This is an optimization exercise on Yosys and OpenROAD, whose aim is small area, not a production implementation.
In this exercise RTL edits were held to simulation tests only and were not proved equivalent to the original.
Power is estimated from default activity; no workload was simulated. No driver is modelled on the clock port, so clocking that relies on it looks cheaper here than on a real chip.

==> inputs of run a <==
==> flow/design.v <==
module geq_decoder (
    input  wire         clk,
    input  wire         rst,               
    input  wire         in_valid,          
    input  wire [7:0]   in_byte,
    output wire         frame_valid,       
    output wire [7:0]   frame_board_id,
    output wire [7:0]   frame_seq,
    output wire [7:0]   frame_brightness,
    output wire [423:0] frame_bars,        
    output wire [423:0] frame_scope,       
    output wire [31:0]  frame_vu           
);
    localparam integer BODY_LEN = 113;
    localparam integer NB = 8 * BODY_LEN;
    localparam [6:0] LFSR_LAST = 7'd12;
    reg        s1;                         
    reg        body_st;                    
    reg        body_stn;                   
    reg        ck;                         
    reg [6:0]  cur;                        
    reg [7:0]  sum;                        
    reg        chk;                        
    reg [NB-1:0] body;                     
    wire is_aa = (in_byte == 8'hAA);
    wire is_55 = (in_byte == 8'h55);
    wire last  = (cur == LFSR_LAST);
    wire sync  = in_valid && s1 && is_55;
    always @(posedge clk) begin
        if (rst) begin
            s1       <= 1'b0;
            body_st  <= 1'b0;
            body_stn <= 1'b1;
            ck       <= 1'b0;
            chk      <= 1'b0;
        end else begin
            chk <= in_valid && ck;
            if (in_valid) begin
                if (body_st) begin
                    if (last) begin
                        body_st  <= 1'b0;
                        body_stn <= 1'b1;
                        ck       <= 1'b1;
                    end
                end else if (ck) begin
                    ck <= 1'b0;
                end else begin
                    s1       <= is_aa;
                    body_st  <= s1 && is_55;
                    body_stn <= !(s1 && is_55);
                end
            end
        end
    end
    always @(posedge clk) begin
        if (!body_st)
            cur <= 7'd0;
        else if (in_valid)
            cur <= {cur[5:0], ~(cur[6] ^ cur[5])};
    end
    always @(posedge clk) begin
        if (!(body_st || ck))
            sum <= 8'h00;
        else if (in_valid)
            sum <= sum ^ in_byte;
    end
    assign frame_valid = chk && (sum == 8'h00);
    wire shift = in_valid && body_st;
    wire hold  = !in_valid || body_stn;
    always @(posedge clk)
        body <= ({NB{shift}} & {in_byte, body[NB-1:8]}) | ({NB{hold}} & body);
    assign frame_board_id   = body[8*0 +: 8];
    assign frame_seq        = body[8*1 +: 8];
    assign frame_brightness = body[8*2 +: 8];
    assign frame_bars       = body[8*3   +: 424];
    assign frame_scope      = body[8*56  +: 424];
    assign frame_vu         = body[8*109 +: 32];
endmodule
==> flow/flow/run.sh <==
#!/bin/bash
set -euo pipefail
export BUFFER_PORTS_ARGS="-buffer_cell sky130_fd_sc_hd__buf_1"
export CTS_ARGS="-sink_clustering_enable -repair_clock_nets -dont_use_dummy_load -sink_clustering_size 18 -sink_clustering_max_diameter 60 -buf_list {sky130_fd_sc_hd__clkbuf_4 sky130_fd_sc_hd__clkbuf_8}"
bash standard.sh > standard.log 2>&1
==> flow/standard.sh <==
#!/bin/bash
# synth_recipe.tcl (not shown) runs the flow's synth.tcl, then flattens the netlist and writes it again
# the make line also repeats each setting of config.mk as NAME=value (left out here)
make -C /OpenROAD-flow-scripts/flow DESIGN_CONFIG=/design/flow/config.mk WORK_HOME=/design/flow/orfs CLKGATE_MAP_FILE= SYNTH_SCRIPT=/design/flow/synth_recipe.tcl "${@:-finish}"
==> flow/config.mk <==
export PLATFORM = sky130hd
export DESIGN_NAME = geq_decoder
export DESIGN_NICKNAME = geq_decoder
export VERILOG_FILES = /design/flow/design.v
export SDC_FILE = /design/flow/constraint.sdc
export NUM_CORES = 4
export LEC_CHECK = 0
export CAP_MARGIN = 0
export CORE_AREA = 3 3 277 277
export DIE_AREA = 0 0 280 280
export PLACE_DENSITY = 0.9
export SLEW_MARGIN = 0
==> flow/constraint.sdc <==
create_clock -name core_clock -period 8.0 [get_ports {clk}]
set_input_delay 1.6000 -clock core_clock [delete_from_list [all_inputs] [get_ports {clk}]]
set_output_delay 1.6000 -clock core_clock [all_outputs]
set_load 0.01 [all_outputs]
==> run b: changes against run a <==
==> flow/flow/run.sh (replaced) <==
#!/bin/bash
set -euo pipefail
export BUFFER_PORTS_ARGS="-buffer_cell sky130_fd_sc_hd__buf_1"
export CTS_ARGS="-sink_clustering_enable -repair_clock_nets -dont_use_dummy_load -sink_clustering_size 18 -sink_clustering_max_diameter 120 -buf_list {sky130_fd_sc_hd__clkbuf_4 sky130_fd_sc_hd__clkbuf_8}"
bash standard.sh > standard.log 2>&1
--- a/flow/config.mk
+++ b/flow/config.mk
@@ -6,7 +6,7 @@
 export NUM_CORES = 4
 export LEC_CHECK = 0
-export CAP_MARGIN = 0
+export CAP_MARGIN = 20
 export CORE_AREA = 3 3 277 277
 export DIE_AREA = 0 0 280 280
-export PLACE_DENSITY = 0.9
-export SLEW_MARGIN = 0
+export PLACE_DENSITY = 0.8
+export SLEW_MARGIN = 20
==> run c: changes against run a <==
--- a/flow/config.mk
+++ b/flow/config.mk
@@ -6,7 +6,7 @@
 export NUM_CORES = 4
 export LEC_CHECK = 0
-export CAP_MARGIN = 0
+export CAP_MARGIN = 20
 export CORE_AREA = 3 3 277 277
 export DIE_AREA = 0 0 280 280
-export PLACE_DENSITY = 0.9
-export SLEW_MARGIN = 0
+export PLACE_DENSITY = 0.75
+export SLEW_MARGIN = 20
==> run notes <==
* Seq area share at 56.8%
* Clk tree area frac at approximately 2.6%
* End of the worst register-to-register path: body[229]
* Slew Limit Headroom at between 20% and 30%
* Status: no timing/DRC/antenna violations
* Critical path buffers and inverters at 3
* Buffer share of cell area at 11.2%
* Critical path class: primary input to register
(the above is from run c)
==> run notes <==
* Critical path buffers and inverters at 1
* Clk tree area frac at 2.58%
* Slew Limit Headroom at between 20% and 30%
* End of the worst register-to-register path: body[279]
* Seq area share at 56.8%
* Buffer share of cell area at ~11%
* Status: no timing/DRC/antenna violations
* Critical path class: register to primary output
* Largest cell class by area: flip-flops and latches
(the above is from run a)
==> run notes <==
* Hold path depth at 1
* Die width at 280 um
* Seq area share at 56.9%
* Rows at 99
* Metal3 WL at 7490 um
* Gr busiest metal: met2
* Status: no timing/DRC/antenna violations
* Critical path class: register to primary output
* Critical path buffers and inverters at 1
* Slew Limit Headroom at 22.5%
(the above is from run b)

---

==> v37: inputs <==
Starts from the design.v that is shown in full above.
==> flow/config.mk <==
export PLATFORM = sky130hd
export DESIGN_NAME = geq_decoder
export DESIGN_NICKNAME = geq_decoder
export VERILOG_FILES = /design/flow/design.v
export SDC_FILE = /design/flow/constraint.sdc
export NUM_CORES = 4
export LEC_CHECK = 0
export CAP_MARGIN = 20
export CORE_AREA = 3 3 277 277
export DIE_AREA = 0 0 280 280
export SLEW_MARGIN = 20
==> flow/constraint.sdc <==
create_clock -name core_clock -period 8.0 [get_ports {clk}]
set_input_delay 1.6000 -clock core_clock [delete_from_list [all_inputs] [get_ports {clk}]]
set_output_delay 1.6000 -clock core_clock [all_outputs]
set_load 0.01 [all_outputs]
standard.sh (not shown) runs the stock make flow with config.mk's settings and CLKGATE_MAP_FILE= SYNTH_SCRIPT=/design/flow/synth_recipe.tcl, a recipe that flattens the netlist after the stock synthesis.
==> flow/flow/run.sh <==
#!/bin/bash
set -euo pipefail
export BUFFER_PORTS_ARGS="-buffer_cell sky130_fd_sc_hd__buf_1"
export CTS_ARGS="-sink_clustering_enable -repair_clock_nets -dont_use_dummy_load -sink_clustering_size 32 -sink_clustering_max_diameter 150 -buf_list {sky130_fd_sc_hd__clkbuf_8 sky130_fd_sc_hd__clkbuf_16}"
bash standard.sh > standard.log 2>&1
==> inputs of v4, as changes to v37 <==
==> flow/design.v (replaced) <==
module geq_decoder (
    input  wire         clk,
    input  wire         rst,               
    input  wire         in_valid,          
    input  wire [7:0]   in_byte,
    output reg          frame_valid,       
    output reg  [7:0]   frame_board_id,
    output reg  [7:0]   frame_seq,
    output reg  [7:0]   frame_brightness,
    output reg  [423:0] frame_bars,        
    output reg  [423:0] frame_scope,       
    output reg  [31:0]  frame_vu           
);
    localparam integer BODY_LEN = 113;
    localparam [1:0] S_SYNC0 = 2'd0,
                     S_SYNC1 = 2'd1,
                     S_BODY  = 2'd2;
    reg [1:0]  st;
    reg [6:0]  cur;                        
    reg [8*BODY_LEN-1:0] body;             
    reg [7:0] body_xor;
    integer k;
    always @* begin
        body_xor = 8'h00;
        for (k = 0; k < BODY_LEN; k = k + 1)
            body_xor = body_xor ^ body[8*k +: 8];
    end
    wire in_body     = in_valid && (st == S_BODY);
    wire body_byte   = in_body && (cur != BODY_LEN);
    wire check_byte  = in_body && (cur == BODY_LEN);
    wire good_packet = check_byte && (body_xor == in_byte);
    always @(posedge clk) begin
        if (rst) begin
            st          <= S_SYNC0;
            cur         <= 7'd0;
            frame_valid <= 1'b0;
        end else begin
            frame_valid <= good_packet;
            if (in_valid) begin
                case (st)
                    S_SYNC0:
                        if (in_byte == 8'hAA)
                            st <= S_SYNC1;
                    S_SYNC1:
                        if (in_byte == 8'h55) begin
                            st  <= S_BODY;
                            cur <= 7'd0;
                        end else if (in_byte != 8'hAA) begin
                            st <= S_SYNC0;
                        end
                    S_BODY:
                        if (cur == BODY_LEN)
                            st <= S_SYNC0;
                        else
                            cur <= cur + 7'd1;
                    default:
                        st <= S_SYNC0;
                endcase
            end
        end
    end
    always @(posedge clk) begin
        if (body_byte)
            body[8*cur +: 8] <= in_byte;
    end
    always @(posedge clk) begin
        if (good_packet) begin
            frame_board_id   <= body[8*0 +: 8];
            frame_seq        <= body[8*1 +: 8];
            frame_brightness <= body[8*2 +: 8];
            frame_bars       <= body[8*3   +: 424];
            frame_scope      <= body[8*56  +: 424];
            frame_vu         <= body[8*109 +: 32];
        end
    end
endmodule
==> flow/run.sh (new file) <==
#!/bin/bash
# synth_recipe.tcl (not shown) runs the flow's synth.tcl, then flattens the netlist and writes it again
# the make line also repeats each setting of config.mk as NAME=value (left out here)
make -C /OpenROAD-flow-scripts/flow DESIGN_CONFIG=/design/flow/config.mk WORK_HOME=/design/flow/orfs CLKGATE_MAP_FILE= SYNTH_SCRIPT=/design/flow/synth_recipe.tcl finish
Settings changed: CORE_AREA 3 3 277 277 to unset, CORE_MARGIN set to 2, CORE_UTILIZATION set to 40, DIE_AREA 0 0 280 280 to unset.
removed: flow/flow/run.sh
removed: flow/standard.sh
==> metrics.yaml <==
logic_synthesis:
  synthTopCellsByCount: "edfxtp_1 (1808), mux2_2 (903), xnor2_1 (749), clkbuf_1 (122), xor2_1 (94)"
  syn_area_sq_um: 74700
  synth_nets: 3997
  synthMuxAreaShare_pct: 13.7
layout:
  nMultiInputCombCells: 2021
  inv_count: 10
power:
  power.total_mw: 19.0
worst_setup_path:
  r2r_cells: 10
  critPathCapture: "frame_scope[403]"
route:
  vias_per_cell: 5.17
  drt_iter0_markers: 3749
placed_design:
  place_ws_ns: 2.67
  dp_hpwl_um: 174000
floorplanning:
  dieWidth_um: 436
  coreArea_sq_um: 185000
  start_util_pct: 40.3
timing:
  min_period_ns: 5.03
  maxSlewHeadroom_pct: 22.0
status:
  outcome: "no timing/DRC/antenna violations"
The numbers above come from v4.

==> metrics.yaml <==
status:
  outcome: "no timing/DRC/antenna violations"
floorplanning:
  start_util_pct: 38.4
  coreArea_sq_um: 73700
  dieWidth_um: 280
power:
  power.total_mw: 6.77
layout:
  inv_count: 1
worst_setup_path:
  critPathCapture: "body[422]"
logic_synthesis:
  synthTopCellsByCount: "dfxtp_1 (924), a22o_1 (904), buf_2 (121), buf_6 (66), nor2_1 (16)"
  syn_area_sq_um: 28300
route:
  drt_iter0_markers: 1670
The numbers above come from v37.

port drivers added, routing unchanged:
In the flow no input, the clock included, has a driving cell. The finished layouts below were timed again as built, in two steps. Step 1: set_driving_cell puts a clkbuf_16 on clk and a buf_2 on each other input, an assumption about the parent block. Step 2 moves the port delays by t, midway between the first and last clock arrival at a register: inputs arrive t later, outputs are due t later. That takes back most of the time a late clock gives input paths. Three values: no drivers, after step 1, after step 2; two values: the first two.
| run | t, ns | setup WS [ns] | pins driven straight from the clock port |
|---|---|---|---|
| run a | 0.719 | 4.165 / 4.105 / 3.642 | 1 |
| run b | 0.728 | 4.497 / 4.432 / 3.915 | 1 |
| run c | 0.709 | 4.536 / 4.534 / 3.826 | 1 |
| v37 | 0.639 | 4.346 / 4.358 / 3.719 | 1 |
| v4 | 0.910 | 2.972 / 2.972 / 2.576 | 1 |
After both steps setup and hold are still met in every run listed. The setup slack of run c, which loses most, moves by -0.002 ns with the drivers and by -0.710 ns with both steps.
